This design comes from an exercise in tuning for small area, a short achievable clock period and few clock cycles on the open sky130 flow, not from production work.
No functional check of the RTL was part of this run.
Power figures rest on the tool's default switching activity, not on a simulated workload.

`flow/design.v`:
```
module kmsig_transport (
    input              clk,
    input              rst,
    input              ev_valid,
    output             ev_ready,
    input      [2:0]   ev_type,
    input      [7:0]   ev_data,
    output reg         ans_valid,
    output reg [1:0]   ans_code,
    output reg [7:0]   ans_byte,
    input              init,
    input      [6:0]   init_addr,
    input              dis,
    input              ui_we,
    input      [1:0]   ui_wave,
    input      [63:0]  ui_freq,
    input      [1:0]   chg_clr,
    output             idle,
    output     [1:0]   wave,
    output     [63:0]  freq,
    output     [135:0] str0,
    output     [135:0] str1,
    output     [1:0]   chg
);
    localparam EV_ADDRW  = 3'd0;
    localparam EV_ADDRR  = 3'd1;
    localparam EV_RXBYTE = 3'd2;
    localparam EV_TXBYTE = 3'd3;
    localparam EV_TERM   = 3'd4;
    localparam EV_BUSERR = 3'd5;
    localparam ANS_NONE = 2'd0;
    localparam ANS_ACK  = 2'd1;
    localparam ANS_NACK = 2'd2;
    localparam ANS_OUT  = 2'd3;
    localparam BS_IDLE = 2'd0;
    localparam BS_RX   = 2'd1;
    localparam BS_TX   = 2'd2;
    localparam DS_IDLE = 2'd0;
    localparam DS_EXEC = 2'd1;
    localparam DS_DIV  = 2'd2;
    localparam RX_CAP = 8;
    localparam Q_CAP  = 4;
    localparam [63:0] MCLK  = 64'd25000000;
    localparam [63:0] M_MHZ = MCLK * 1000;
    localparam [63:0] DIV_D = M_MHZ >> 28;        
    localparam [63:0] DIV_H = DIV_D >> 1;         
    localparam [63:0] FMAX  = MCLK * 500;
    reg        armed;
    reg [6:0]  slave_addr;
    reg [1:0]  bus_state;
    reg [7:0]  rxbuf [0:RX_CAP-1];
    reg [3:0]  rxlen;
    reg [7:0]  txbuf [0:3];
    reg [2:0]  txlen;
    reg [2:0]  txidx;
    reg [31:0] q_mem [0:Q_CAP-1];
    reg [1:0]  q_wp;
    reg [1:0]  q_rp;
    reg [2:0]  q_cnt;
    reg [31:0] resp;
    reg        resp_valid;
    reg [1:0]  d_state;
    reg [31:0] d_word;
    reg [63:0] div_q;
    reg [6:0]  div_rem;
    reg [5:0]  div_cnt;
    reg [1:0]  wave_r;
    reg [63:0] freq_r;
    reg [7:0]  s0 [0:16];
    reg [7:0]  s1 [0:16];
    reg [1:0]  chg_r;
    function [1:0] enc_wave(input [1:0] idx);
        case (idx)
            2'd0:    enc_wave = 2'b10;    
            2'd1:    enc_wave = 2'b11;    
            2'd2:    enc_wave = 2'b01;    
            default: enc_wave = 2'b00;    
        endcase
    endfunction
    wire [2:0]  d_tag   = d_word[31:29];
    wire [1:0]  d_idx   = {d_word[5] | d_word[2], d_word[4] | d_word[1]};
    wire        d_sel   = d_word[25];
    wire [2:0]  d_slot  = d_word[23:21];
    wire [4:0]  d_off   = d_slot * 3;
    wire [63:0] f_sat   = (freq_r > FMAX) ? FMAX : freq_r;
    wire [63:0] f_div   = f_sat + DIV_H;
    wire [7:0]  div_try = {div_rem, div_q[63]};
    wire        div_ge  = div_try >= DIV_D[7:0];
    wire [7:0]  div_sub = div_try - DIV_D[7:0];
    wire [6:0]  div_rem_next = div_ge ? div_sub[6:0] : div_try[6:0];
    wire [63:0] div_q_next   = {div_q[62:0], div_ge};
    wire accept = ev_valid && ev_ready;
    wire ends_rx = (bus_state == BS_RX) &&
                   (ev_type == EV_TERM || ev_type == EV_ADDRW || ev_type == EV_ADDRR);
    wire [1:0] rx_words = (rxlen[1:0] == 2'd0) ? rxlen[3:2] : 2'd0;
    wire [31:0] word0 = {rxbuf[0], rxbuf[1], rxbuf[2], rxbuf[3]};
    wire [31:0] word1 = {rxbuf[4], rxbuf[5], rxbuf[6], rxbuf[7]};
    assign ev_ready = !(ends_rx && ({1'b0, q_cnt} + {2'b00, rx_words} > Q_CAP));
    wire enq = accept && ends_rx;
    wire [1:0] enq_n = enq ? rx_words : 2'd0;
    wire addr_match = armed && (ev_data[6:0] == slave_addr);
    wire pop = (d_state == DS_IDLE) && (q_cnt != 3'd0);
    integer i;
    always @(posedge clk) begin
        if (rst) begin
            armed      <= 1'b0;
            bus_state  <= BS_IDLE;
            rxlen      <= 4'd0;
            txlen      <= 3'd0;
            txidx      <= 3'd0;
            q_wp       <= 2'd0;
            q_rp       <= 2'd0;
            q_cnt      <= 3'd0;
            resp       <= 32'd0;
            resp_valid <= 1'b0;
            ans_valid  <= 1'b0;
            ans_code   <= ANS_NONE;
            ans_byte   <= 8'd0;
        end else begin
            ans_valid <= accept;
            if (accept) begin
                ans_code <= ANS_NONE;
                ans_byte <= 8'd0;
                if (enq) begin
                    if (rx_words != 2'd0)
                        q_mem[q_wp] <= word0;
                    if (rx_words == 2'd2)
                        q_mem[q_wp + 2'd1] <= word1;
                    q_wp  <= q_wp + rx_words;
                    rxlen <= 4'd0;
                end
                case (ev_type)
                    EV_ADDRW: begin
                        if (addr_match) begin
                            ans_code  <= ANS_ACK;
                            rxlen     <= 4'd0;
                            bus_state <= BS_RX;
                        end else begin
                            ans_code  <= ANS_NACK;
                            bus_state <= BS_IDLE;
                        end
                    end
                    EV_ADDRR: begin
                        if (addr_match) begin
                            ans_code  <= ANS_ACK;
                            txidx     <= 3'd0;
                            if (resp_valid) begin
                                txbuf[0] <= resp[7:0];
                                txbuf[1] <= resp[15:8];
                                txbuf[2] <= resp[23:16];
                                txbuf[3] <= resp[31:24];
                                txlen    <= 3'd4;
                            end else begin
                                txbuf[0] <= 8'h00;
                                txlen    <= 3'd1;
                            end
                            bus_state <= BS_TX;
                        end else begin
                            ans_code  <= ANS_NACK;
                            bus_state <= BS_IDLE;
                        end
                    end
                    EV_RXBYTE: begin
                        if (bus_state == BS_RX) begin
                            if (rxlen < RX_CAP) begin
                                rxbuf[rxlen[2:0]] <= ev_data;
                                rxlen    <= rxlen + 4'd1;
                                ans_code <= ANS_ACK;
                            end else begin
                                ans_code <= ANS_NACK;
                            end
                        end
                    end
                    EV_TXBYTE: begin
                        if (bus_state == BS_TX) begin
                            ans_code <= ANS_OUT;
                            if (txidx < txlen) begin
                                ans_byte <= txbuf[txidx[1:0]];
                                txidx    <= txidx + 3'd1;
                            end else begin
                                ans_byte <= 8'hFF;
                            end
                        end
                    end
                    EV_TERM: begin
                        bus_state <= BS_IDLE;
                    end
                    EV_BUSERR: begin
                        rxlen     <= 4'd0;
                        txlen     <= 3'd0;
                        txidx     <= 3'd0;
                        bus_state <= BS_IDLE;
                    end
                    default: ;
                endcase
            end
            q_cnt <= q_cnt + {1'b0, enq_n} - {2'b00, pop};
            if (pop)
                q_rp <= q_rp + 2'd1;
            if (dis)
                armed <= 1'b0;
            if (init) begin
                slave_addr <= init_addr;
                armed      <= 1'b1;
                bus_state  <= BS_IDLE;
                rxlen      <= 4'd0;
                txlen      <= 3'd0;
                txidx      <= 3'd0;
                q_wp       <= 2'd0;
                q_rp       <= 2'd0;
                q_cnt      <= 3'd0;
                resp       <= 32'd0;
                resp_valid <= 1'b0;
            end
            if (d_state == DS_DIV && div_cnt == 6'd63) begin
                resp       <= {1'b0, enc_wave(wave_r), div_q_next[28:0]};
                resp_valid <= 1'b1;
            end
        end
    end
    always @(posedge clk) begin
        if (rst) begin
            d_state <= DS_IDLE;
            wave_r  <= 2'd3;
            freq_r  <= 64'd0;
            chg_r   <= 2'b00;
            for (i = 0; i < 17; i = i + 1) begin
                s0[i] <= 8'h00;
                s1[i] <= 8'h00;
            end
        end else begin
            case (d_state)
                DS_IDLE: begin
                    if (pop) begin
                        d_word  <= q_mem[q_rp];
                        d_state <= DS_EXEC;
                    end
                end
                DS_EXEC: begin
                    d_state <= DS_IDLE;
                    case (d_tag)
                        3'd0: wave_r <= d_idx;
                        3'd1: freq_r <= {35'd0, d_word[28:0]} * DIV_D;
                        3'd5: begin
                            div_q   <= f_div;
                            div_rem <= 7'd0;
                            div_cnt <= 6'd0;
                            d_state <= DS_DIV;
                        end
                        3'd7: begin
                            if (d_slot <= 3'd4) begin
                                for (i = 0; i < 17; i = i + 1) begin
                                    if (d_sel == 1'b0) begin
                                        if (i == d_off)     s0[i] <= {1'b0, d_word[20:14]};
                                        if (i == d_off + 1) s0[i] <= {1'b0, d_word[13:7]};
                                        if (i == d_off + 2) s0[i] <= {1'b0, d_word[6:0]};
                                        if (i == d_off + 3) s0[i] <= 8'h00;
                                    end else begin
                                        if (i == d_off)     s1[i] <= {1'b0, d_word[20:14]};
                                        if (i == d_off + 1) s1[i] <= {1'b0, d_word[13:7]};
                                        if (i == d_off + 2) s1[i] <= {1'b0, d_word[6:0]};
                                        if (i == d_off + 3) s1[i] <= 8'h00;
                                    end
                                end
                            end
                        end
                        default: ;
                    endcase
                end
                DS_DIV: begin
                    div_q   <= div_q_next;
                    div_rem <= div_rem_next;
                    div_cnt <= div_cnt + 6'd1;
                    if (div_cnt == 6'd63)
                        d_state <= DS_IDLE;
                end
                default: d_state <= DS_IDLE;
            endcase
            if (ui_we) begin
                wave_r <= ui_wave;
                freq_r <= ui_freq;
            end
            chg_r <= (d_state == DS_EXEC && d_tag == 3'd7 && d_slot <= 3'd4)
                   ? ((chg_r | (2'b01 << d_sel)) & ~chg_clr)
                   : (chg_r & ~chg_clr);
        end
    end
    assign idle = (q_cnt == 3'd0) && (d_state == DS_IDLE);
    assign wave = wave_r;
    assign freq = freq_r;
    assign chg  = chg_r;
    genvar g;
    generate
        for (g = 0; g < 17; g = g + 1) begin : g_str
            assign str0[8*g +: 8] = s0[g];
            assign str1[8*g +: 8] = s1[g];
        end
    endgenerate
endmodule
```
`flow/run.sh`:
```
#!/bin/bash
# synth_recipe.tcl (not shown) runs the flow's synth.tcl, then flattens the netlist and writes it again
# the make line also repeats each setting of config.mk as NAME=value (left out here)
make -C /OpenROAD-flow-scripts/flow DESIGN_CONFIG=/design/flow/config.mk WORK_HOME=/design/flow/orfs CLKGATE_MAP_FILE= SYNTH_SCRIPT=/design/flow/synth_recipe.tcl finish
```
`flow/config.mk`:
```
export PLATFORM = sky130hd
export DESIGN_NAME = kmsig_transport
export DESIGN_NICKNAME = kmsig_transport
export VERILOG_FILES = /design/flow/design.v
export SDC_FILE = /design/flow/constraint.sdc
export NUM_CORES = 4
export LEC_CHECK = 0
export CAP_MARGIN = 20
export CORE_MARGIN = 2
export CORE_UTILIZATION = 40
export PLACE_DENSITY = 0.6
export SLEW_MARGIN = 20
```
`flow/constraint.sdc`:
```
create_clock -name core_clock -period 6.0 [get_ports {clk}]
set_input_delay 1.2000 -clock core_clock [delete_from_list [all_inputs] [get_ports {clk}]]
set_output_delay 1.2000 -clock core_clock [all_outputs]
set_load 0.01 [all_outputs]
```
==> results.txt <==
-- per-layer routing --
layer | vias up | wire length (um)
met5 | - | 13
met4 | 2 | 3440
met3 | 188 | 7460
met2 | 1021 | 53800
met1 | 14100 | 49800
li1 | 13700 | -
-- cells in the mapped netlist, types with 94 or more instances --
| cell type | number |
|---|---|
| a21oi_1 | 359 |
| clkbuf_1 | 211 |
| dfxtp_1 | 370 |
| edfxtp_1 | 339 |
| ha_1 | 136 |
| inv_1 | 164 |
| mux2_2 | 94 |
| mux2i_1 | 132 |
| nand2_1 | 232 |
| nor2_1 | 610 |
| o21ai_0 | 98 |
-- per-stage QoR --
stage | setup slack, ns | area, um^2 | util
final | 0.679 | 45100 | 0.490
after global placement | 0.705 | 42400 | 0.461
after global routing | 0.348 | 45100 | 0.490
after CTS | 0.646 | 45000 | 0.490
after detailed placement | 0.673 | 42400 | 0.461
after floorplan | 0.300 | 37400 | -
-- layout by cell type (no fill, tap or decap), types with 20 or more instances in the layout --
cell	n
xnor2_1	49
mux2_4	30
fa_1	80
o211ai_1	70
nor3_1	26
nand2_1	232
nor2_1	609
clkbuf_16	84
clkdlybuf4s50_1	408
dfxtp_1	368
and3_1	55
inv_1	163
a211oi_1	76
nand2b_1	20
clkbuf_1	20
conb_1	34
a21oi_1	358
nor3b_1	33
mux2_2	94
a22oi_1	43
xor2_1	36
nand4_1	23
and2_1	52
mux2i_1	132
buf_4	63
o21ai_0	97
ha_1	136
a31oi_1	24
nand3_1	79
edfxtp_1	339
mux4_2	32
-- cell type report --
cell class | count | area, um^2
well taps | 1243 | 1560
inverters | 169 | 634
clock inverters | 40 | 427
clock buffers | 110 | 2260
fillers | 8613 | 46900
repair buffers | 475 | 4620
diodes | 1 | 2.50
flip-flops and latches | 709 | 17600
multi-input cells | 2600 | 18000
-- kinds of logic (layout without fill, tap and decap cells) --
logic type | Yosys count | in the layout | share of synthesized area
compound gates | 768 | 768 | 0.127
xor+xnor | 85 | 85 | 0.0200
fa+ha+maj | 216 | 216 | 0.0886
buf+inv | 453 | 794 | 0.0506
flops | 709 | 709 | 0.472
mux | 293 | 293 | 0.0968
other cells | 1 | 35 | 0.000101
simple gates | 1204 | 1204 | 0.145
-- state kept, by name (all words and copies together), names as in the netlist, 6 cells and up --
signal      flops
div_cnt         6
d_word         32
txbuf          31
s0            119
q_mem         128
resp           31
rxbuf          64
s1            119
div_q          64
div_rem         7
ans_byte        8
slave_addr      7
freq_r         64
-- worst paths after layout --
check | to | slack [ns] | cells after the start
worst max-delay path | freq_r[31] | 0.68 | 16
worst min-delay path | txbuf[1][3] | 0.42 | 0
worst max register to register | freq_r[31] | 0.68 | 16
worst min register to register | txbuf[1][3] | 0.42 | 0
-- critical path: stages (launching register included) --
cell and delay (ns):
edfxtp_1 0.54, ha_1 0.37, fa_1 0.51, fa_1 0.55, inv_1 0.05, fa_1 0.50, inv_1 0.04, ha_1 0.36
nand3_1 0.23, or4_1 0.54, or3_1 0.35, nand2_1 0.11, o2111ai_1 0.18, a31oi_2 0.28, a21oi_1 0.11, or3_1 0.30
a311oi_1 0.21
-- power by group through the flow --
stage / Clock (mW) / Sequential [mW] / Combinational (mW)
floorplan: 0 / 5.46 / 10.3
global placement: 0 / 5.52 / 14.2
detailed placement: 0 / 5.53 / 14.2
CTS: 5.12 / 5.43 / 14.3
global route: 5.30 / 5.45 / 16.0
finish: 5.03 / 5.43 / 14.2
==> flow_summary.json <==
{
  "status": "timing/DRC/antenna clean",
  "max_slew.worst_pin.slew_ns": 1.02,
  "cts_tree": "built",
  "rows": 111,
  "synth_edf_count": 339,
  "dp.cells": 5195,
  "crit_type": "reg -> reg",
  "die_w_um": 309,
  "drt-pass1-iter-count": 6,
  "numCtsBuffers": 81,
  "synth_area_per_cell_um2": 10.0,
  "grt_first_pass_wirelength_um": 171000,
  "ys_types": 79,
  "setup_viol": 0,
  "syn_inst": 3729,
  "synthFlopType": "dfxtp_1",
  "crit_arrival_ns": 5.89,
  "drt-wirelength-per-cell_um": 21.4,
  "switchingPower_mw": 11.2,
  "final_nets": 4344,
  "grt_overflow_total": 0,
  "routabilityCongestion": 0.917,
  "ys_seq_area_frac": 0.472,
  "cts.sinks": 709,
  "hold_slack_ns": 0.417,
  "die_area_um2": 95600,
  "core-area_um2": 91900,
  "grt_max_degree": 206,
  "vias_per_cell": 5.43,
  "power_mw": 24.7,
  "dr_total_vias": 29000,
  "synth_top_area_share": 0.273,
  "cp-end-kind": "flip-flop",
  "grt_pass1_vias": 27300,
  "clk_path_buf_depth": 3,
  "fin_skew_ns": 0.0231,
  "fin_cells": 5347,
  "hold_path_startpoint": "resp[11]",
  "antenna_found_initial": 5,
  "pwr-share-clk": 0.204,
  "wl_um": 114000,
  "crit_required_ns": 6.57,
  "yosysWarnings": 4,
  "fin_crit_sh": 0.887,
  "grtUsageMet1": 0.316,
  "crit_path_start": "d_word[14]",
  "syn_to_final_growth_pct": 20.9,
  "hold_buffers": 0,
  "numPortBuffers": 410,
  "r2r_start": "d_word[14]",
  "slew_headroom": 0.319,
  "start_util": 0.405,
  "p_seq_frac": 0.220,
  "p_leak_nw": 17.0,
  "share_comb_of_total_power": 0.576,
  "ys_async_sr_fraction": 0,
  "drtIter0Drc": 2838,
  "fmax_mhz": 188,
  "drv_slew": 0,
  "hpwl_um": 81700,
  "drv_cap": 0,
  "p_int_mw": 13.5,
  "drive_above_1_share": 0.0953,
  "post-cts-setup-buffers": 0,
  "finalHoldViolCount": 0,
  "use_met3": 0.0349,
  "power_density_nw_per_um2": 548,
  "synth_seq_cells": 709,
  "path_clk_slew_ns": 0.06,
  "crit_fanout": 7,
  "ir_drop_mv": 0.645,
  "power_switching_share": 0.455,
  "grt.total_usage": 0.233,
  "die_h_um": 309,
  "rsz0062_at_grt": "false",
  "fin_crit_ns": 5.32,
  "grtUsageMet2": 0.382,
  "drc": 0,
  "synth.cell_area_um2": 37300,
  "clk_latency_ns": 0.66,
  "h-tree-depth": 3,
  "min_path_type": "reg -> reg",
  "io_pins": 445,
  "cts_resized": 0,
  "startpoint_type": "flip-flop",
  "ant_nets": 0,
  "synth_area_leaders": "edfxtp_1 27%, dfxtp_1 20%, nor2_1 6.1%",
  "yosysTopAreaCell": "edfxtp_1",
  "tns_ns": 0,
  "grt.busiest_layer": "met2",
  "cts_root_buffer": "clkbuf_16"
}

-- afterwards: timing with drivers on the ports --
In the flow no input, the clock included, has a driving cell. The finished layout below was timed again as built, in two steps.
Step 1 assumes that a clkbuf_16 drives the clock port and a buf_2 every other input.
Step 2 also shifts input and output timing later by t, the mid clock arrival at the registers, as if the neighbouring blocks saw the same clock.
Slacks: ideal / step 1 / step 2; pairs: ideal / step 1.
t, ns: 0.721
setup slack, ns: 0.679 / 0.679 / 0.679
worst hold slack (ns): 0.417 / 0.417 / 0.417
latest minus earliest clock arrival (ns): 0.027 / 0.026
After both steps this run still meets setup and hold. For this run, drivers alone change the setup slack by 0.000 ns; drivers and shift together by 0.000 ns.
